This is an optimization exercise on Yosys and OpenROAD, whose aim is a short achievable clock period and few clock cycles, not a production implementation.
No functional check of the RTL was part of any run shown here.
No activity file was given, so power comes from the tool's default toggle rates.

File: flow/run.sh
#!/bin/bash
# Standard layout (the standard.sh: standard synthesis and ORFS steps),
# with the setup repair aiming for 8 ns of slack at the design's period.
set -euo pipefail
bash standard.sh SETUP_SLACK_MARGIN=8 finish > flow_make.log 2>&1
File: standard.sh
#!/bin/bash
# synth_recipe.tcl (not shown) runs the flow's synth.tcl, then flattens the netlist and writes it again
# the make line also repeats each setting of config.mk as NAME=value (left out here)
make -C /OpenROAD-flow-scripts/flow DESIGN_CONFIG=/design/flow/config.mk WORK_HOME=/design/flow/orfs CLKGATE_MAP_FILE= SYNTH_SCRIPT=/design/flow/synth_recipe.tcl "${@:-finish}"
File: config.mk
export PLATFORM = sky130hd
export DESIGN_NAME = tlv_engine
export DESIGN_NICKNAME = tlv_engine
export VERILOG_FILES = /design/flow/design.v
export SDC_FILE = /design/flow/constraint.sdc
export NUM_CORES = 4
export LEC_CHECK = 0
export CAP_MARGIN = 20
export CORE_MARGIN = 2
export CORE_UTILIZATION = 40
export SLEW_MARGIN = 20
File: constraint.sdc
create_clock -name core_clock -period 12.0 [get_ports {clk}]
set_input_delay 2.4000 -clock core_clock [delete_from_list [all_inputs] [get_ports {clk}]]
set_output_delay 2.4000 -clock core_clock [all_outputs]
set_load 0.01 [all_outputs]
File: design.v
module tlv_engine (
    input             clk,
    input             rst,
    input             req_valid,
    output            req_ready,
    input             req_write,
    input      [1:0]  req_space,    
    input      [15:0] req_addr,
    input      [63:0] req_wdata,
    output reg        rsp_valid,
    output reg [63:0] rsp_rdata
);
    localparam BUF_CAP = 32;
    localparam IW      = 6;
    localparam K_NONE = 4'd0, K_BOOL = 4'd1, K_INT = 4'd2,
               K_F32  = 4'd3, K_F64  = 4'd4, K_QUAL = 4'd5;
    localparam E_OK        = 8'h00, E_TYPE     = 8'h10, E_UNEG      = 8'h20,
               E_UBIG      = 8'h21, E_ACC      = 8'h23, E_RLEN      = 8'h24,
               E_RTS       = 8'h25, E_ACCW     = 8'h26, E_TAG       = 8'h30,
               E_TRUNC     = 8'h31, E_MALF     = 8'h32, E_INCOMPL   = 8'h33,
               E_EXTRA     = 8'h34, E_DISC     = 8'h35, E_BADLEN    = 8'h36,
               E_ILLEGAL   = 8'h50, E_CAP      = 8'h51;
    localparam OP_LENENC = 8'h01, OP_LENDEC = 8'h02, OP_TLVENC = 8'h03,
               OP_TLVDEC = 8'h04, OP_WRAP   = 8'h05,
               OP_BOOLENC = 8'h10, OP_BOOLDEC = 8'h11, OP_SINTENC = 8'h12,
               OP_SINTDEC = 8'h13, OP_UINTENC = 8'h14, OP_UINTDEC = 8'h15,
               OP_FLTENC  = 8'h16, OP_FLTDEC  = 8'h17,
               OP_QUALENC = 8'h20, OP_QUALDEC = 8'h21, OP_TSENC = 8'h22,
               OP_TSDEC   = 8'h23,
               OP_CLROUT  = 8'h30, OP_CLRST  = 8'h31, OP_MOVOI = 8'h32;
    localparam [7:0] SINGLE_DISC = 8'h08, DOUBLE_DISC = 8'h11;
    localparam X_BOOL = 0, X_SINT = 1, X_UINT = 2, X_F32 = 3, X_F64 = 4,
               X_QUAL = 5, X_TS = 6, X_LEN = 7, NX = 8;
    localparam D_BOOL = 0, D_SINT = 1, D_UINT = 2, D_F32 = 3, D_F64 = 4,
               D_QUAL = 5, D_TS = 6, ND = 7;
    integer i, k, x;
    reg [3:0]    opa_kind, opb_kind;
    reg [63:0]   opa_val,  opb_val;
    reg [IW-1:0] in_len, out_len;
    reg [7:0]    inbuf  [0:BUF_CAP-1];
    reg [7:0]    outbuf [0:BUF_CAP-1];
    reg [7:0]    st_code, st_lastop;
    reg          st_sticky;
    reg          x_pend;
    reg          busy;             
    reg          ts_ok1, ts_ok;    
    reg          td_ok2, td_ok1, td_ok;    
    reg          td_raw;           
    assign req_ready = !busy;
    wire acc_rd  = req_valid && !busy && !req_write;
    wire acc_wr  = req_valid && !busy &&  req_write;
    wire reg_wr  = acc_wr && (req_space == 2'd0);
    wire a_hi0   = (req_addr[15:4] == 12'd0);
    wire cmd_in  = reg_wr && a_hi0 && (req_addr[3:0] == 4'd0);
    wire [7:0] w_op  = req_wdata[7:0];
    wire [7:0] w_tag = req_wdata[15:8];
    wire [7:0] w_mod = req_wdata[23:16];
    wire [7:0] w_rsv = req_wdata[31:24];
    wire       w_raw  = w_mod[0];
    wire       w_prec = w_mod[1];
    wire tm0    = (w_tag == 8'd0);
    wire mod0   = (w_mod == 8'd0);
    wire rsv0   = (w_rsv == 8'd0);
    wire vleg   = (w_mod[7:1] == 7'd0) && (!w_mod[0] || tm0);
    wire fleg   = (w_mod[7:2] == 6'd0) && (!w_mod[0] || tm0);
    wire i_lenenc  = rsv0 && (w_op == OP_LENENC)  && tm0 && mod0;
    wire i_lendec  = rsv0 && (w_op == OP_LENDEC)  && tm0 && mod0;
    wire i_tlvenc  = rsv0 && (w_op == OP_TLVENC)  && mod0;
    wire i_tlvdec  = rsv0 && (w_op == OP_TLVDEC)  && mod0;
    wire i_wrap    = rsv0 && (w_op == OP_WRAP)    && mod0;
    wire i_boolenc = rsv0 && (w_op == OP_BOOLENC) && vleg;
    wire i_booldec = rsv0 && (w_op == OP_BOOLDEC) && vleg;
    wire i_sintenc = rsv0 && (w_op == OP_SINTENC) && vleg;
    wire i_sintdec = rsv0 && (w_op == OP_SINTDEC) && vleg;
    wire i_uintenc = rsv0 && (w_op == OP_UINTENC) && vleg;
    wire i_uintdec = rsv0 && (w_op == OP_UINTDEC) && vleg;
    wire i_fltenc  = rsv0 && (w_op == OP_FLTENC)  && fleg;
    wire i_fltdec  = rsv0 && (w_op == OP_FLTDEC)  && fleg;
    wire i_qualenc = rsv0 && (w_op == OP_QUALENC) && vleg;
    wire i_qualdec = rsv0 && (w_op == OP_QUALDEC) && vleg;
    wire i_tsenc   = rsv0 && (w_op == OP_TSENC)   && vleg;
    wire i_tsdec   = rsv0 && (w_op == OP_TSDEC)   && vleg;
    wire i_clrout  = rsv0 && (w_op == OP_CLROUT)  && tm0 && mod0;
    wire i_clrst   = rsv0 && (w_op == OP_CLRST)   && tm0 && mod0;
    wire i_movoi   = rsv0 && (w_op == OP_MOVOI)   && tm0 && mod0;
    wire i_legal = i_lenenc | i_lendec | i_tlvenc | i_tlvdec | i_wrap |
                 i_boolenc | i_booldec | i_sintenc | i_sintdec | i_uintenc | i_uintdec |
                 i_fltenc | i_fltdec | i_qualenc | i_qualdec | i_tsenc | i_tsdec |
                 i_clrout | i_clrst | i_movoi;
    reg [NX-1:0] i_se_r, i_se_f;
    reg [ND-1:0] i_sd_r, i_sd_f;
    always @* begin
        i_se_r = {NX{1'b0}};
        i_se_f = {NX{1'b0}};
        i_se_r[X_BOOL] = i_boolenc &  w_raw;   i_se_f[X_BOOL] = i_boolenc & !w_raw;
        i_se_r[X_SINT] = i_sintenc &  w_raw;   i_se_f[X_SINT] = i_sintenc & !w_raw;
        i_se_r[X_UINT] = i_uintenc &  w_raw;   i_se_f[X_UINT] = i_uintenc & !w_raw;
        i_se_r[X_F32]  = i_fltenc & !w_prec &  w_raw;
        i_se_f[X_F32]  = i_fltenc & !w_prec & !w_raw;
        i_se_r[X_F64]  = i_fltenc &  w_prec &  w_raw;
        i_se_f[X_F64]  = i_fltenc &  w_prec & !w_raw;
        i_se_r[X_QUAL] = i_qualenc &  w_raw;   i_se_f[X_QUAL] = i_qualenc & !w_raw;
        i_se_r[X_TS]   = i_tsenc &  w_raw;     i_se_f[X_TS]   = i_tsenc & !w_raw;
        i_se_r[X_LEN]  = i_lenenc;
        i_sd_r[D_BOOL] = i_booldec & w_raw;            i_sd_f[D_BOOL] = i_booldec & !w_raw;
        i_sd_r[D_SINT] = i_sintdec & w_raw;            i_sd_f[D_SINT] = i_sintdec & !w_raw;
        i_sd_r[D_UINT] = i_uintdec & w_raw;            i_sd_f[D_UINT] = i_uintdec & !w_raw;
        i_sd_r[D_F32]  = i_fltdec & !w_prec & w_raw;   i_sd_f[D_F32]  = i_fltdec & !w_prec & !w_raw;
        i_sd_r[D_F64]  = i_fltdec &  w_prec & w_raw;   i_sd_f[D_F64]  = i_fltdec &  w_prec & !w_raw;
        i_sd_r[D_QUAL] = i_qualdec & w_raw;            i_sd_f[D_QUAL] = i_qualdec & !w_raw;
        i_sd_r[D_TS]   = i_tsdec & w_raw;              i_sd_f[D_TS]   = i_tsdec & !w_raw;
    end
    reg o_lendec, o_tlvenc, o_tlvdec, o_wrap, o_clrout, o_clrst, o_movoi, legal;
    reg o_lenenc, o_boolenc, o_sintenc, o_uintenc, o_fltenc, o_qualenc, o_tsenc, o_tsdec;
    reg [NX-1:0] se_r, se_f;
    reg [ND-1:0] sd_r, sd_f;
    reg [7:0]    c_tag;
    reg          c_raw;
    reg [7:0]    c_op;
    reg          o_opaenc;         
    wire can_ex = !(o_tsenc && !ts_ok) && !(o_tsdec && !(td_ok && td_raw == c_raw)) &&
                  !(o_opaenc && !e_ok);
    wire ex     = x_pend && can_ex;
    reg [BUF_CAP-1:0] oh;      
    reg [BUF_CAP-1:0] ge;      
    reg [BUF_CAP-1:0] ge2;     
    always @* begin
        for (i = 0; i < BUF_CAP; i = i + 1) begin
            oh[i]  = (out_len == i);
            ge[i]  = (i >= out_len);
            ge2[i] = (i >= out_len + 2);
        end
    end
    wire [7:0] q_acc    = opb_val[15:8];
    wire       q_acc_ok = (q_acc <= 8'd24) || (q_acc == 8'd31);
    wire [7:0] q_byte   = {opb_val[0], opb_val[1], opb_val[2], q_acc[4:0]};
    wire       a_int    = (opa_kind == K_INT);
    wire       b_qual   = (opb_kind == K_QUAL);
    reg  s_fit1, s_fit2, s_fit4, u_fit1, u_fit2, l_fit0, a_nz, a_hi31, a_hi32;
    reg  e_ok;
    reg  [31:0] ts_sec_r;
    reg  [23:0] ts_frac_r;
    reg         ts_bad_r;
    reg [71:0] ev  [0:NX-1];
    reg [3:0]  en  [0:NX-1];
    reg [7:0]  ee  [0:NX-1];
    always @* begin
        ev[X_BOOL] = {(a_nz ? 8'h0F : 8'h00), 64'd0};
        en[X_BOOL] = (opa_kind == K_BOOL) ? 4'd1 : 4'd0;
        ee[X_BOOL] = (opa_kind == K_NONE || opa_kind == K_BOOL) ? E_OK : E_TYPE;
        ev[X_SINT] = s_fit1 ? {opa_val[7:0], 64'd0} :
                     s_fit2 ? {opa_val[15:0], 56'd0} :
                     s_fit4 ? {opa_val[31:0], 40'd0} : {opa_val, 8'd0};
        en[X_SINT] = s_fit1 ? 4'd1 : s_fit2 ? 4'd2 : s_fit4 ? 4'd4 : 4'd8;
        ee[X_SINT] = a_int ? E_OK : E_TYPE;
        ev[X_UINT] = u_fit1 ? {opa_val[7:0], 64'd0} :
                     u_fit2 ? {opa_val[15:0], 56'd0} : {opa_val[31:0], 40'd0};
        en[X_UINT] = u_fit1 ? 4'd1 : u_fit2 ? 4'd2 : 4'd4;
        ee[X_UINT] = !a_int ? E_TYPE : opa_val[63] ? E_UNEG :
                     a_hi31 ? E_UBIG : E_OK;
        ev[X_F32]  = {SINGLE_DISC, opa_val[31:0], 32'd0};
        en[X_F32]  = 4'd5;
        ee[X_F32]  = (opa_kind == K_F32) ? E_OK : E_TYPE;
        ev[X_F64]  = {DOUBLE_DISC, opa_val};
        en[X_F64]  = 4'd9;
        ee[X_F64]  = (opa_kind == K_F64) ? E_OK : E_TYPE;
        ev[X_QUAL] = {q_byte, 64'd0};
        en[X_QUAL] = 4'd1;
        ee[X_QUAL] = !b_qual ? E_TYPE : !q_acc_ok ? E_ACC : E_OK;
        ev[X_TS]   = {ts_sec_r, ts_frac_r, q_byte, 8'd0};
        en[X_TS]   = 4'd8;
        ee[X_TS]   = (opa_kind != K_F64) ? E_TYPE : !b_qual ? E_TYPE :
                     ts_bad_r ? E_RTS : !q_acc_ok ? E_ACC : E_OK;
        ev[X_LEN]  = l_fit0 ? {opa_val[7:0], 64'd0} :
                     u_fit1 ? {8'h81, opa_val[7:0], 56'd0} :
                     u_fit2 ? {8'h82, opa_val[15:0], 48'd0} :
                              {8'h84, opa_val[31:0], 32'd0};
        en[X_LEN]  = l_fit0 ? 4'd1 : u_fit1 ? 4'd2 : u_fit2 ? 4'd3 : 4'd5;
        ee[X_LEN]  = !a_int ? E_TYPE : a_hi32 ? E_RLEN : E_OK;
    end
    reg [7:0]    ec_r [0:NX-1];
    reg [7:0]    ec_f [0:NX-1];
    reg [NX-1:0] eok_r, eok_f;
    reg [IW-1:0] el_r [0:NX-1];
    reg [IW-1:0] el_f [0:NX-1];
    reg [6:0]    t7;
    always @* begin
        for (x = 0; x < NX; x = x + 1) begin
            t7 = {1'b0, out_len} + {3'd0, en[x]};
            el_r[x]  = t7[IW-1:0];
            ec_r[x]  = (ee[x] != E_OK) ? ee[x] : (t7 > BUF_CAP) ? E_CAP : E_OK;
            eok_r[x] = (ee[x] == E_OK) && (t7 <= BUF_CAP);
            t7 = {1'b0, out_len} + {3'd0, en[x]} + 7'd2;
            el_f[x]  = t7[IW-1:0];
            ec_f[x]  = (ee[x] != E_OK) ? ee[x] : (t7 > BUF_CAP) ? E_CAP : E_OK;
            eok_f[x] = (ee[x] == E_OK) && (t7 <= BUF_CAP);
        end
    end
    wire [6:0] tlv_end    = {1'b0, out_len} + {1'b0, in_len} + 7'd2;
    wire       tlvenc_ok  = (tlv_end <= BUF_CAP);
    wire [6:0] wrap_end   = {1'b0, out_len} + 7'd2;
    wire       wrap_ok    = (wrap_end <= BUF_CAP);
    wire any_se_f = (|se_f) | o_tlvenc;
    reg [7:0] ab [0:10];
    always @* begin
        for (k = 0; k < 11; k = k + 1) begin
            ab[k] = 8'd0;
            for (x = 0; x < NX; x = x + 1) begin
                if (k < 9)
                    ab[k] = ab[k] | ({8{se_r[x]}} & ev[x][71-8*k -: 8]);
                if (k >= 2)
                    ab[k] = ab[k] | ({8{se_f[x]}} & ev[x][71-8*(k-2) -: 8]);
            end
        end
        ab[0] = ab[0] | ({8{any_se_f}} & c_tag);
        for (x = 0; x < NX; x = x + 1)
            ab[1] = ab[1] | ({8{se_f[x]}} & {4'd0, en[x]});
        ab[1] = ab[1] | ({8{o_tlvenc}} & {2'd0, in_len});
    end
    reg [7:0] ish [0:5][0:BUF_CAP-1];
    wire [4:0] tsh = out_len[4:0] + 5'd2;
    always @* begin
        for (i = 0; i < BUF_CAP; i = i + 1)
            ish[0][i] = inbuf[i];
        for (k = 0; k < 5; k = k + 1)
            for (i = 0; i < BUF_CAP; i = i + 1)
                ish[k+1][i] = tsh[k] ? ((i >= (1 << k)) ? ish[k][i - (1 << k)] : 8'd0) : ish[k][i];
    end
    reg [7:0] app [0:BUF_CAP-1];
    always @* begin
        for (i = 0; i < BUF_CAP; i = i + 1) begin
            app[i] = {8{o_tlvenc & ge2[i]}} & ish[5][i];
            for (k = 0; k < 11; k = k + 1)
                if (i - k >= 0)
                    app[i] = app[i] | ({8{oh[i-k]}} & ab[k]);
        end
    end
    wire [7:0] in0 = inbuf[0];
    wire [7:0] in1 = inbuf[1];
    wire [7:0] in2 = inbuf[2], in3 = inbuf[3], in4 = inbuf[4], in5 = inbuf[5];
    wire       f_s   = !in1[7];
    wire       f_1   = in1 == 8'h81;
    wire       f_2   = in1 == 8'h82;
    wire       f_4   = in1 == 8'h84;
    wire       f_mal = in1[7] && !f_1 && !f_2 && !f_4;
    wire [8:0] t_s   = 9'd2 + {1'b0, in1};              
    wire [8:0] t_1   = 9'd3 + {1'b0, in2};
    wire [8:0] t_2   = 9'd4 + {1'b0, in3};
    wire [8:0] t_4   = 9'd6 + {1'b0, in5};
    wire       b_2   = (in2 != 8'd0);                       
    wire       b_4   = ({in2, in3, in4} != 24'd0);
    wire [8:0] il    = {3'd0, in_len};
    wire lt_s = il < t_s,         gt_s = il > t_s;
    wire lt_1 = il < t_1,         gt_1 = il > t_1;
    wire lt_2 = b_2 || il < t_2,  gt_2 = !b_2 && il > t_2;
    wire lt_4 = b_4 || il < t_4,  gt_4 = !b_4 && il > t_4;
    wire tr_1 = in_len < 3, tr_2 = in_len < 4, tr_4 = in_len < 6;
    reg [7:0] h_err;
    always @* begin
        if (in_len < 2)                   h_err = E_TRUNC;
        else if (f_mal)                   h_err = E_MALF;
        else if (f_s)                     h_err = lt_s ? E_INCOMPL : gt_s ? E_EXTRA : E_OK;
        else if (f_1)                     h_err = tr_1 ? E_TRUNC : lt_1 ? E_INCOMPL : gt_1 ? E_EXTRA : E_OK;
        else if (f_2)                     h_err = tr_2 ? E_TRUNC : lt_2 ? E_INCOMPL : gt_2 ? E_EXTRA : E_OK;
        else                              h_err = tr_4 ? E_TRUNC : lt_4 ? E_INCOMPL : gt_4 ? E_EXTRA : E_OK;
    end
    wire [2:0]    h_qs   = f_s ? 3'd2 : (in1[2:0] + 3'd2);   
    wire [IW-1:0] h_vlen = f_s ? in_len - 6'd2 : f_1 ? in_len - 6'd3 :
                           f_2 ? in_len - 6'd4 : in_len - 6'd6;
    wire       h_empty = (in_len == 0);
    wire [7:0] h_code  = h_empty ? E_TRUNC : h_err;    
    wire       h_ok    = (h_code == E_OK);
    wire       tag_eq  = (in0 == c_tag);
    wire       tagfail = !h_empty && !tag_eq;
    function [71:0] win;
        input [2:0] qs;
        integer m;
        begin
            for (m = 0; m < 9; m = m + 1)
                win[71-8*m -: 8] = inbuf[qs + m];
        end
    endfunction
    wire [71:0] w_q0 = win(3'd0);
    wire [71:0] w_hq = (h_qs == 3'd2) ? win(3'd2) : (h_qs == 3'd3) ? win(3'd3) :
                       (h_qs == 3'd4) ? win(3'd4) : win(3'd6);
    wire [55:0] td_n = td_raw ? w_q0[71:16] : w_hq[71:16];
    reg  [5:0]  td_k;
    integer t;
    always @* begin
        td_k = 6'd0;
        for (t = 0; t < 56; t = t + 1)
            if (td_n[t]) td_k = t[5:0];
    end
    reg  [55:0] td_n_r, td_nrm_r;
    reg  [5:0]  td_k_r, td_k2_r;
    reg         td_nz_r, td_nz2_r;
    wire        td_up = td_nrm_r[2] & (td_nrm_r[3] | td_nrm_r[1] | td_nrm_r[0]);
    wire [53:0] td_m  = {1'b0, td_nrm_r[55:3]} + {53'd0, td_up};
    wire [10:0] td_e  = 11'd999 + {5'd0, td_k2_r} + {10'd0, td_m[53]};
    wire [63:0] td_v  = td_nz2_r ? {1'b0, td_e, td_m[53] ? td_m[52:1] : td_m[51:0]} : 64'd0;
    reg [63:0] td_r;
    reg [7:0]    dc  [0:1][0:ND-1];    
    reg [ND-1:0] dok [0:1];            
    reg [3:0]    dk  [0:ND-1];         
    reg [63:0]   dv  [0:1][0:ND-1];    
    reg [63:0]   dq8 [0:1];            
    reg [71:0]   vw;
    reg [IW-1:0] vl;
    reg [7:0]    v0, qb8;
    integer f;
    always @* begin
        dk[D_BOOL] = K_BOOL; dk[D_SINT] = K_INT; dk[D_UINT] = K_INT; dk[D_F32] = K_F32;
        dk[D_F64]  = K_F64;  dk[D_QUAL] = K_QUAL; dk[D_TS] = K_F64;
        for (f = 0; f < 2; f = f + 1) begin
            vw  = f ? w_hq : w_q0;
            vl  = f ? h_vlen : in_len;
            v0  = vw[71:64];
            qb8 = vw[15:8];
            dc[f][D_BOOL] = (vl == 0 || vl == 1) ? E_OK : E_BADLEN;
            dv[f][D_BOOL] = (vl == 1 && v0 != 8'd0) ? 64'd1 : 64'd0;
            dc[f][D_SINT] = (vl == 1 || vl == 2 || vl == 4 || vl == 8) ? E_OK : E_BADLEN;
            dv[f][D_SINT] = (vl == 1) ? {{56{vw[71]}}, vw[71:64]} :
                            (vl == 2) ? {{48{vw[71]}}, vw[71:56]} :
                            (vl == 4) ? {{32{vw[71]}}, vw[71:40]} : vw[71:8];
            dc[f][D_UINT] = (vl == 1 || vl == 2 || vl == 4) ? E_OK : E_BADLEN;
            dv[f][D_UINT] = (vl == 1) ? {56'd0, vw[71:64]} :
                            (vl == 2) ? {48'd0, vw[71:56]} : {32'd0, vw[71:40]};
            dc[f][D_F32]  = (vl == 0) ? E_BADLEN : (v0 != SINGLE_DISC) ? E_DISC :
                            (vl != 5) ? E_BADLEN : E_OK;
            dv[f][D_F32]  = {32'd0, vw[63:32]};
            dc[f][D_F64]  = (vl == 0) ? E_BADLEN : (v0 != DOUBLE_DISC) ? E_DISC :
                            (vl != 9) ? E_BADLEN : E_OK;
            dv[f][D_F64]  = vw[63:0];
            dc[f][D_QUAL] = (vl != 1) ? E_BADLEN :
                            (v0[4:0] >= 5'd25 && v0[4:0] <= 5'd30) ? E_ACCW : E_OK;
            dv[f][D_QUAL] = {51'd0, v0[4:0], 5'd0, v0[5], v0[6], v0[7]};
            dc[f][D_TS]   = (vl != 8) ? E_BADLEN :
                            (qb8[4:0] >= 5'd25 && qb8[4:0] <= 5'd30) ? E_ACCW : E_OK;
            dv[f][D_TS]   = td_r;
            dq8[f]        = {51'd0, qb8[4:0], 5'd0, qb8[5], qb8[6], qb8[7]};
            if (f == 1)
                for (x = 0; x < ND; x = x + 1)
                    if (!h_ok) dc[f][x] = h_code;
            for (x = 0; x < ND; x = x + 1)
                dok[f][x] = (dc[f][x] == E_OK);
        end
    end
    reg [7:0]  ld_err;
    reg [31:0] ld_l;
    always @* begin
        ld_err = E_OK;
        ld_l   = {24'd0, in0};
        if (in_len == 0) begin
            ld_err = E_TRUNC;
        end else if (in0[7]) begin
            if (!(in0[6:0] == 7'd1 || in0[6:0] == 7'd2 || in0[6:0] == 7'd4))
                ld_err = E_MALF;
            else if ({1'b0, in_len} < 7'd1 + {4'd0, in0[2:0]})
                ld_err = E_TRUNC;
            else if ({1'b0, in_len} > 7'd1 + {4'd0, in0[2:0]})
                ld_err = E_EXTRA;
        end else if (in_len > 1) begin
            ld_err = E_EXTRA;
        end
        if (in0[7]) begin
            case (in0[2:0])
                3'd1:    ld_l = {24'd0, inbuf[1]};
                3'd2:    ld_l = {16'd0, inbuf[1], inbuf[2]};
                default: ld_l = {inbuf[1], inbuf[2], inbuf[3], inbuf[4]};
            endcase
        end
    end
    wire ld_ok = (ld_err == E_OK);
    wire any_sd_f = (|sd_f) | o_tlvdec;
    reg [7:0] c_code;
    reg       c_ok;
    always @* begin
        c_code = legal ? E_OK : E_ILLEGAL;
        c_ok   = o_clrout | o_clrst | o_movoi;
        for (x = 0; x < NX; x = x + 1) begin
            c_code = c_code | ({8{se_r[x]}} & ec_r[x]) | ({8{se_f[x]}} & ec_f[x]);
            c_ok   = c_ok | (se_r[x] & eok_r[x]) | (se_f[x] & eok_f[x]);
        end
        for (x = 0; x < ND; x = x + 1) begin
            c_code = c_code | ({8{sd_r[x]}} & dc[0][x]);
            c_ok   = c_ok | (sd_r[x] & dok[0][x]) | (sd_f[x] & dok[1][x] & tag_eq);
        end
        if (tagfail) begin
            c_code = c_code | ({8{any_sd_f}} & E_TAG);
        end else begin
            for (x = 0; x < ND; x = x + 1)
                c_code = c_code | ({8{sd_f[x]}} & dc[1][x]);
            c_code = c_code | ({8{o_tlvdec}} & h_code);
        end
        c_code = c_code | ({8{o_tlvenc & !tlvenc_ok}} & E_CAP)
                        | ({8{o_wrap & !wrap_ok}} & E_CAP)
                        | ({8{o_lendec}} & ld_err);
        c_ok   = c_ok | (o_tlvenc & tlvenc_ok) | (o_wrap & wrap_ok) |
                 (o_tlvdec & h_ok & tag_eq) | (o_lendec & ld_ok);
    end
    wire        ts_sign = opa_val[63];
    wire [10:0] ts_exp  = opa_val[62:52];
    wire [51:0] ts_frac = opa_val[51:0];
    wire [56:0] ts_m4   = {1'b1, ts_frac, 4'd0};           
    wire [10:0] ts_s    = 11'd1054 - ts_exp;               
    wire        ts_far  = (ts_exp < 11'd987);              
    wire [6:0]  ts_s7   = ts_s[6:0];
    wire [56:0] ts_x    = (ts_exp == 11'd0 || ts_far || ts_s7 > 7'd56) ? 57'd0 : (ts_m4 >> ts_s7);
    reg  [56:0] ts_mask;
    always @* begin
        for (i = 0; i < 57; i = i + 1)
            ts_mask[i] = (i < ts_s7);
    end
    wire ts_sticky = (ts_exp == 11'd0) ? (ts_frac != 52'd0) :
                     ts_far ? 1'b1 : ((ts_m4 & ts_mask) != 57'd0);
    wire ts_bad = (ts_exp == 11'h7FF) ||
                  (ts_sign && (ts_exp != 11'd0 || ts_frac != 52'd0)) ||
                  (ts_exp >= 11'd1055);
    reg  [56:0] ts_x_r;
    reg         ts_sticky_r, ts_bad1_r;
    wire [24:0] ts_r     = {1'b0, ts_x_r[24:1]} +
                           {24'd0, ts_x_r[0] & (ts_sticky_r | ts_x_r[1])};
    wire [32:0] ts_sec_c = {1'b0, ts_x_r[56:25]} + {32'd0, ts_r[24]};
    wire in_we_host = acc_wr && (req_space == 2'd1) && (req_addr < BUF_CAP);
    wire opa_we     = reg_wr && a_hi0 && (req_addr[3:0] == 4'd3);
    wire do_movoi   = ex && o_movoi;
    wire do_app     = ex && (o_tlvenc || o_lenenc || o_boolenc || o_sintenc ||
                             o_uintenc || o_fltenc || o_qualenc || o_tsenc);
    wire do_wrap    = ex && o_wrap && wrap_ok;
    wire do_tlvdec  = ex && o_tlvdec && h_ok && tag_eq;
    reg        na_we, nb_we;
    reg [3:0]  na_kind;
    reg [63:0] na_val, nb_val;
    reg        na_inval;     
    always @* begin
        na_we = 1'b0; na_kind = 4'd0; na_val = 64'd0;
        nb_we = 1'b0; nb_val = 64'd0;
        for (x = 0; x < ND; x = x + 1) begin
            if (x != D_QUAL) begin
                na_we   = na_we | (sd_r[x] & dok[0][x]) | (sd_f[x] & dok[1][x] & tag_eq);
                na_kind = na_kind | ({4{sd_r[x] & dok[0][x]}} & dk[x])
                                  | ({4{sd_f[x] & dok[1][x]}} & dk[x]);
                na_val  = na_val | ({64{sd_r[x]}} & dv[0][x]) | ({64{sd_f[x]}} & dv[1][x]);
            end
        end
        if ((sd_r[D_BOOL] && in_len == 0) || (sd_f[D_BOOL] && h_vlen == 0))
            na_kind = K_NONE;
        na_we   = na_we | (o_tlvdec & h_ok & tag_eq) | (o_lendec & ld_ok);
        na_kind = na_kind | ({4{o_tlvdec | o_lendec}} & K_INT);
        na_val  = na_val | ({64{o_tlvdec}} & {58'd0, h_vlen}) | ({64{o_lendec}} & {32'd0, ld_l});
        nb_we   = (sd_r[D_QUAL] & dok[0][D_QUAL]) | (sd_f[D_QUAL] & dok[1][D_QUAL] & tag_eq) |
                  (sd_f[D_TS] & dok[1][D_TS] & tag_eq) | (sd_r[D_TS] & dok[0][D_TS]);
        nb_val  = ({64{sd_r[D_QUAL]}} & dv[0][D_QUAL]) | ({64{sd_f[D_QUAL]}} & dv[1][D_QUAL]) |
                  ({64{sd_f[D_TS]}} & dq8[1]) | ({64{sd_r[D_TS]}} & dq8[0]);
        na_inval = na_we;
    end
    reg          nl_we;
    reg [IW-1:0] nl;
    always @* begin
        nl_we = 1'b0;
        nl    = {IW{1'b0}};
        for (x = 0; x < NX; x = x + 1) begin
            nl_we = nl_we | (se_r[x] & eok_r[x]) | (se_f[x] & eok_f[x]);
            nl    = nl | ({IW{se_r[x]}} & el_r[x]) | ({IW{se_f[x]}} & el_f[x]);
        end
        nl_we = nl_we | (o_tlvenc & tlvenc_ok) | (o_wrap & wrap_ok) |
                (o_tlvdec & h_ok & tag_eq) | o_clrout | o_movoi;
        nl    = nl | ({IW{o_tlvenc}} & tlv_end[IW-1:0]) | ({IW{o_wrap}} & wrap_end[IW-1:0]) |
                ({IW{o_tlvdec}} & h_vlen);
    end
    reg [7:0]    n_code;
    reg          n_sticky;
    reg [3:0]    n_akind, n_bkind;
    reg [63:0]   n_aval, n_bval;
    reg [IW-1:0] n_inlen, n_outlen;
    reg [7:0]    n_in  [0:BUF_CAP-1];
    reg [7:0]    n_out [0:BUF_CAP-1];
    always @* begin
        n_code   = ex ? c_code : st_code;
        n_sticky = (ex && !c_ok) ? 1'b1 : (ex && o_clrst) ? 1'b0 : st_sticky;
        n_akind  = (ex && na_we) ? na_kind : opa_kind;
        n_aval   = (ex && na_we) ? na_val  : opa_val;
        n_bkind  = (ex && nb_we) ? K_QUAL  : opb_kind;
        n_bval   = (ex && nb_we) ? nb_val  : opb_val;
        n_inlen  = do_movoi ? out_len : in_len;
        n_outlen = (ex && nl_we) ? nl : out_len;
        for (i = 0; i < BUF_CAP; i = i + 1) begin
            n_in[i] = (do_movoi && i < out_len) ? outbuf[i] : inbuf[i];
            if (do_app && ge[i])
                n_out[i] = app[i];
            else if (do_wrap)
                n_out[i] = (i == 0) ? c_tag : (i == 1) ? {2'd0, out_len} : outbuf[(i + 30) % 32];
            else if (do_tlvdec)
                n_out[i] = (h_qs == 3'd2) ? inbuf[(i + 2) % 32] :
                           (h_qs == 3'd3) ? inbuf[(i + 3) % 32] :
                           (h_qs == 3'd4) ? inbuf[(i + 4) % 32] : inbuf[(i + 6) % 32];
            else
                n_out[i] = outbuf[i];
        end
    end
    reg [63:0] host_rd;
    always @* begin
        host_rd = 64'd0;
        case (req_space)
            2'd0: case (req_addr)
                16'd1: host_rd = {32'd0, n_sticky, 15'd0, x_pend ? c_op : st_lastop, n_code};
                16'd2: host_rd = {60'd0, n_akind};
                16'd3: host_rd = n_aval;
                16'd4: host_rd = {60'd0, n_bkind};
                16'd5: host_rd = n_bval;
                16'd6: host_rd = {{(64-IW){1'b0}}, n_inlen};
                16'd7: host_rd = {{(64-IW){1'b0}}, n_outlen};
                16'd8: host_rd = BUF_CAP;
                default: host_rd = 64'd0;
            endcase
            2'd1: if (req_addr < BUF_CAP) host_rd = {56'd0, n_in[req_addr[4:0]]};
            2'd2: if (req_addr < BUF_CAP) host_rd = {56'd0, n_out[req_addr[4:0]]};
            default: host_rd = 64'd0;
        endcase
    end
    wire hold     = busy;                
    wire pend_n   = cmd_in || hold;
    wire tsenc_n  = hold ? o_tsenc  : i_tsenc;
    wire tsdec_n  = hold ? o_tsdec  : i_tsdec;
    wire raw_n    = hold ? c_raw    : w_raw;
    wire i_opaenc = i_lenenc | i_boolenc | i_sintenc | i_uintenc;
    wire opaenc_n = hold ? o_opaenc : i_opaenc;
    wire opa_chg  = opa_we || (x_pend && (o_tlvdec || o_lendec || (|sd_r) || (|sd_f)));
    wire e_ok_n   = !opa_chg;
    wire [4:0] td_rel = req_addr[4:0] - (td_raw ? 5'd0 : {2'd0, h_qs});
    wire td_dep   = (req_addr[4:0] == 5'd1) || (td_rel <= 5'd6);
    wire tdraw_n  = pend_n && tsdec_n && raw_n;
    wire td_chg   = (in_we_host && td_dep) || do_movoi || (tdraw_n != td_raw);
    wire ts_ok_n  = ts_ok1 && !opa_chg;
    wire td_ok_n  = td_ok1 && !td_chg;
    wire busy_n   = pend_n && ((tsenc_n && !ts_ok_n) || (tsdec_n && !td_ok_n) ||
                               (opaenc_n && !e_ok_n));
    always @(posedge clk) begin
        ts_x_r      <= ts_x;
        ts_sticky_r <= ts_sticky;
        ts_bad1_r   <= ts_bad;
        ts_sec_r    <= ts_sec_c[31:0];
        ts_frac_r   <= ts_r[24] ? 24'd0 : ts_r[23:0];
        ts_bad_r    <= ts_bad1_r || ts_sec_c[32];
        td_n_r      <= td_n;
        td_k_r      <= td_k;
        td_nz_r     <= (td_n != 56'd0);
        td_nrm_r    <= td_n_r << (6'd55 - td_k_r);
        td_k2_r     <= td_k_r;
        td_nz2_r    <= td_nz_r;
        s_fit1      <= (opa_val[63:7]  == {57{opa_val[63]}});
        s_fit2      <= (opa_val[63:15] == {49{opa_val[63]}});
        s_fit4      <= (opa_val[63:31] == {33{opa_val[63]}});
        u_fit1      <= (opa_val[31:8]  == 24'd0);
        u_fit2      <= (opa_val[31:16] == 16'd0);
        l_fit0      <= (opa_val[31:7]  == 25'd0);
        a_nz        <= (opa_val != 64'd0);
        a_hi31      <= (opa_val[62:32] != 31'd0);
        a_hi32      <= (opa_val[63:32] != 32'd0);
        td_r        <= td_v;
        for (i = 0; i < BUF_CAP; i = i + 1) begin
            if (in_we_host && req_addr[4:0] == i)
                inbuf[i] <= req_wdata[7:0];
            else
                inbuf[i] <= n_in[i];
            outbuf[i] <= n_out[i];
        end
        if (!hold) begin
            c_op      <= w_op;
            o_opaenc  <= i_opaenc;
            o_lenenc  <= i_lenenc;  o_lendec  <= i_lendec;  o_tlvenc <= i_tlvenc;
            o_tlvdec  <= i_tlvdec;  o_wrap    <= i_wrap;    o_clrout <= i_clrout;
            o_clrst   <= i_clrst;   o_movoi   <= i_movoi;   legal    <= i_legal;
            o_boolenc <= i_boolenc; o_sintenc <= i_sintenc; o_uintenc <= i_uintenc;
            o_fltenc  <= i_fltenc;  o_qualenc <= i_qualenc; o_tsenc  <= i_tsenc;
            o_tsdec   <= i_tsdec;
            se_r <= i_se_r; se_f <= i_se_f; sd_r <= i_sd_r; sd_f <= i_sd_f;
            c_tag <= w_tag;
            c_raw <= w_raw;
        end
        if (rst) begin
            x_pend    <= 1'b0;
            busy      <= 1'b0;
            opa_kind  <= K_NONE;
            opa_val   <= 64'd0;
            opb_kind  <= K_NONE;
            opb_val   <= 64'd0;
            in_len    <= 0;
            out_len   <= 0;
            st_code   <= E_OK;
            st_lastop <= 8'd0;
            st_sticky <= 1'b0;
            ts_ok1    <= 1'b0;
            ts_ok     <= 1'b0;
            td_ok2    <= 1'b0;
            td_ok1    <= 1'b0;
            td_ok     <= 1'b0;
            e_ok      <= 1'b0;
            td_raw    <= 1'b0;
        end else begin
            x_pend    <= pend_n;
            busy      <= busy_n;
            ts_ok1    <= !opa_chg;
            ts_ok     <= ts_ok_n;
            td_ok2    <= !td_chg;
            td_ok1    <= td_ok2 && !td_chg;
            e_ok      <= e_ok_n;
            td_ok     <= td_ok_n;
            td_raw    <= tdraw_n;
            st_code   <= n_code;
            st_sticky <= n_sticky;
            opa_kind  <= n_akind;
            opa_val   <= n_aval;
            opb_kind  <= n_bkind;
            opb_val   <= n_bval;
            in_len    <= n_inlen;
            out_len   <= n_outlen;
            if (ex) st_lastop <= c_op;
            if (reg_wr && a_hi0) begin
                case (req_addr[3:0])
                    4'd2: opa_kind <= req_wdata[3:0];
                    4'd3: opa_val  <= req_wdata;
                    4'd4: opb_kind <= req_wdata[3:0];
                    4'd5: opb_val  <= req_wdata;
                    4'd6: if (req_wdata[31:0] <= BUF_CAP) in_len <= req_wdata[IW-1:0];
                    default: ;
                endcase
            end
        end
    end
    always @(posedge clk) begin
        if (rst) rsp_valid <= 1'b0;
        else     rsp_valid <= acc_rd;
        rsp_rdata <= host_rd;
    end
endmodule
==> results.tsv, run 1 <==
stage	metric	value	unit
outcome	status	aborted with a tool error	
outcome	haltStage	global routing (5_1_grt)	
outcome	error_message	[ERROR GRT-0116] Global routing finished with congestion. Check the congestion regions in the DRC Viewer.	
logic_synthesis	synth_compound_area_frac	0.322	
clocking	ctsHoldBuffers	0	
placement	portBuffers	151	
logic_synthesis	syn_nets	15400	
logic_synthesis	synthArstFlopShare	0	
clocking	numClockSinks	1126	
clocking	cts_root_buf	clkbuf_16	
logic_synthesis	syn_area	110000	sq um
grt	grt_pass1_wl	1790	mm
logic_synthesis	ys_types	117	
placement	place_area	119000	sq um
logic_synthesis	synth_cells	15200	
logic_synthesis	synthSimpleGateAreaFrac	0.238	
clocking	clockBufferDepth	4	
placement	hpwl	798	mm
grt	grtUsageTotal	0.907	
placement	routabilityCongestion	1.34	
logic_synthesis	synth_top_family_by_area	compound AO/OA/AOI/OAI gates	
grt	grt-ovfl-total	5174	
die	die_w	527	um
clocking	h-tree-depth	4	
logic_synthesis	yosysWarnings	20	
die	die_h	527	um
clocking	cts_made_buffers	146	
logic_synthesis	synthXorXnorAreaFrac	0.0159	
logic_synthesis	synthAdderAreaFrac	0.0133	
grt	grt_max_degree	113	
die	core.rowCount	192	
die	start_util	0.401	
grt	grt_pass1_vias	176000	
logic_synthesis	synth.avg_cell_area	7.20	sq um
die	io_pins	152	
logic_synthesis	seq_area_frac_synth	0.211	
logic_synthesis	synth-edff-count	58	
logic_synthesis	synth-seq-cells	1126	
logic_synthesis	synth_ff_type	dfxtp_1	
logic_synthesis	synth_mux_area_frac	0.131	
how the worst max path moves through the flow:
stage	to	slack, ns	cells after the start
detailed placement	rsp_rdata[4]	4.19	18
CTS	rsp_rdata[2]	6.57	23
floorplan	rsp_rdata[4]	7.55	13
global placement	rsp_rdata[6]	4.25	10
cell usage after synthesis (51+ instances only):
cell       number  share of area
a222oi_1      141          0.013
mux2_2        154          0.016
buf_2         267          0.012
and3_1        176          0.010
a31oi_1       276          0.016
xor2_1         85         0.0068
o22ai_1       423          0.024
nor2_1       1385          0.047
nand3_1       592          0.027
and2_1         93         0.0053
a221o_1        88         0.0080
a21oi_1      1009          0.046
nor4_1        132         0.0075
o221ai_1      236          0.019
a311oi_1       58         0.0046
or3_1          67         0.0038
nand2b_1       79         0.0045
nand4_1       166         0.0095
o32ai_1        57         0.0046
buf_1         235         0.0081
a22oi_1       385          0.026
inv_1         149         0.0051
a22o_1         84         0.0067
o31ai_1        62         0.0042
o21a_1         86         0.0059
o211ai_1      253          0.017
o21ai_0       618          0.028
a2111oi_0      65         0.0052
nor3_1        257          0.012
clkbuf_1     1160          0.040
mux4_2        250          0.051
dfxtp_1      1068           0.20
a211oi_1      249          0.017
xnor2_1       110         0.0088
nor2b_1        79         0.0045
o2111ai_1     119         0.0095
a2bb2oi_1      51         0.0041
ha_1          108          0.012
nand2_1      2485          0.085
mux2i_1       699          0.064
edfxtp_1       58          0.016
a221oi_1      352          0.028
per-layer routing:
layer	global-route usage	overflow
met2	0.980	2471
met5	0.686	80
met4	0.865	1374
met1	0.920	529
met3	0.847	720
power by group through the flow:
| stage | Sequential, uW | Clock (uW) | Combinational, uW |
|---|---|---|---|
| detailed placement | 3860 | 0 | 197 |
| CTS | 3770 | 4690 | 207 |
| global placement | 3860 | 0 | 197 |
| floorplan | 3850 | 0 | 78.3 |
stage by stage:
stage	setup slack (ns)	utilization	total power (uW)	hold slack, ns	cells
3_3_place_gp	4.25	0.437	4060	0.313	18200
2_1_floorplan	7.55	-	3930	0.310	15200
4_1_cts	6.57	0.500	8670	0.349	19000
3_5_place_dp	4.19	0.437	4060	0.318	18300
cell families after synthesis:
kind of cell | count (synthesis)
adder cells (fa/ha/maj) | 113
XOR/XNOR | 197
AO/OA/AOI/OAI | 5034
buffers and inverters | 1865
AND/OR/NAND/NOR | 5780
flip-flops | 1126
multiplexers | 1105
repair_timing:
item / in CTS
resized for setup: 1616
setup buffers: 387
pin swaps: 244
cloned: 69
endpoints found under the setup margin: 911
==> run 2: changes to the inputs <==
==> run.sh (new file) <==
#!/bin/bash
# synth_recipe.tcl (not shown) runs the flow's synth.tcl, then flattens the netlist and writes it again
# the make line also repeats each setting of config.mk as NAME=value (left out here)
make -C /OpenROAD-flow-scripts/flow DESIGN_CONFIG=/design/flow/config.mk WORK_HOME=/design/flow/orfs CLKGATE_MAP_FILE= SYNTH_SCRIPT=/design/flow/synth_recipe.tcl finish
--- a/config.mk
+++ b/config.mk
@@ -10,2 +10,3 @@
 export CORE_UTILIZATION = 40
+export SETUP_SLACK_MARGIN = 5
 export SLEW_MARGIN = 20
removed: flow/run.sh
removed: standard.sh
==> run 2 against run 1 <==
The run again fails in global routing (5_1_grt). Synthesized area is the same. Synthesized cell count is the same.
==> results.tsv, run 2 <==
stage	metric	value	unit	change
clocking	numClockSinks	1126		unchanged
die	io_pins	152		unchanged
die	die_h	527	um	unchanged
clocking	clockBufferDepth	4		unchanged
placement	place_area	118000	sq um	-0.79%
outcome	status	aborted with a tool error		
logic_synthesis	syn_area	110000	sq um	unchanged
placement	routabilityCongestion	1.34		-0.69%
logic_synthesis	synth_cells	15200		unchanged
die	start_util	0.401		unchanged
grt	grt-ovfl-total	1636		
placement	hpwl	846	mm	+6.0%
clocking	ctsHoldBuffers	0		unchanged
clocking	cts_made_buffers	148		+1.4%
outcome	haltStage	global routing (5_1_grt)		
logic_synthesis	synth_area_leaders	dfxtp_1 20%, nand2_1 8.5%, mux2i_1 6.4%		
clocking	cts_root_buf	clkbuf_16		
logic_synthesis	syn_nets	15400		unchanged
grt	grt_pass1_wl	1740	mm	
logic_synthesis	synth_most_common_cell	nand2_1		
logic_synthesis	synthTopCellsByCount	2,485 x nand2_1, 1,385 x nor2_1, 1,160 x clkbuf_1		
logic_synthesis	ys_types	117		unchanged
placement	dpl.cell_count	18300		+0.26%
grt	grt_max_degree	100		
outcome	error_message	[ERROR GRT-0116] Global routing finished with congestion. Check the congestion regions in the DRC Viewer.		
logic_synthesis	synth.avg_cell_area	7.20	sq um	unchanged
die	core.rowCount	192		unchanged
logic_synthesis	synthArstFlopShare	0		unchanged
logic_synthesis	seq_area_frac_synth	0.211		unchanged
logic_synthesis	yosysWarnings	20		unchanged
logic_synthesis	synth_top_area_share	0.195		unchanged
logic_synthesis	synth_ff_type	dfxtp_1		
clocking	h-tree-depth	4		unchanged
grt	grtUsageTotal	0.887		
logic_synthesis	synth-edff-count	58		unchanged
placement	portBuffers	151		unchanged
logic_synthesis	synth-seq-cells	1126		unchanged
die	die_w	527	um	unchanged
grt	grt_pass1_vias	169000		
logic_synthesis	synth_top_cell_by_area	dfxtp_1		
## run 2: cell counts after synthesis
No cell type changed its count.
## run 2: per-layer routing
metal	track usage	overflow
met5	0.623	26
met4	0.880	586
met3	0.817	160
met2	0.959	759
met1	0.896	105
## run 2: cells by family after synthesis
logic type,after synthesis,share of synthesized area
adders and majority gates,113,0.0133
DFF,1126,0.211
and+or+nand+nor,5780,0.238
buffers and inverters,1865,0.0690
muxes,1105,0.131
AOI/OAI and AO/OA,5034,0.322
xor gates and xnor gates,197,0.0159
## run 2: how the worst min path moves through the flow
stage / from / slack, ns / cells past startpoint / to
floorplan: td_nz_r / 0.31 / 0 / td_nz2_r
global placement: td_nz_r / 0.32 / 0 / td_nz2_r
detailed placement: td_nz_r / 0.32 / 0 / td_nz2_r
CTS: td_nz_r / 0.33 / 0 / td_nz2_r
## run 2: power groups by stage
stage	Clock, uW	Combinational, uW	Sequential [uW]
2_1_floorplan	0	69.7	3850
4_1_cts	4870	215	3780
3_3_place_gp	0	215	3860
3_5_place_dp	0	215	3860
## run 2: repair_timing
action	CTS
pin swaps	4
gates resized for setup	23
buffers inserted	1
gates cloned	0
setup endpoints to repair	8
## run 2: per-stage QoR
| stage | worst slack [ns] | hold slack [ns] |
|---|---|---|
| 2_1_floorplan | 6.16 | 0.310 |
| 3_5_place_dp | 4.29 | 0.319 |
| 4_1_cts | 5.02 | 0.332 |
| 3_3_place_gp | 3.23 | 0.315 |
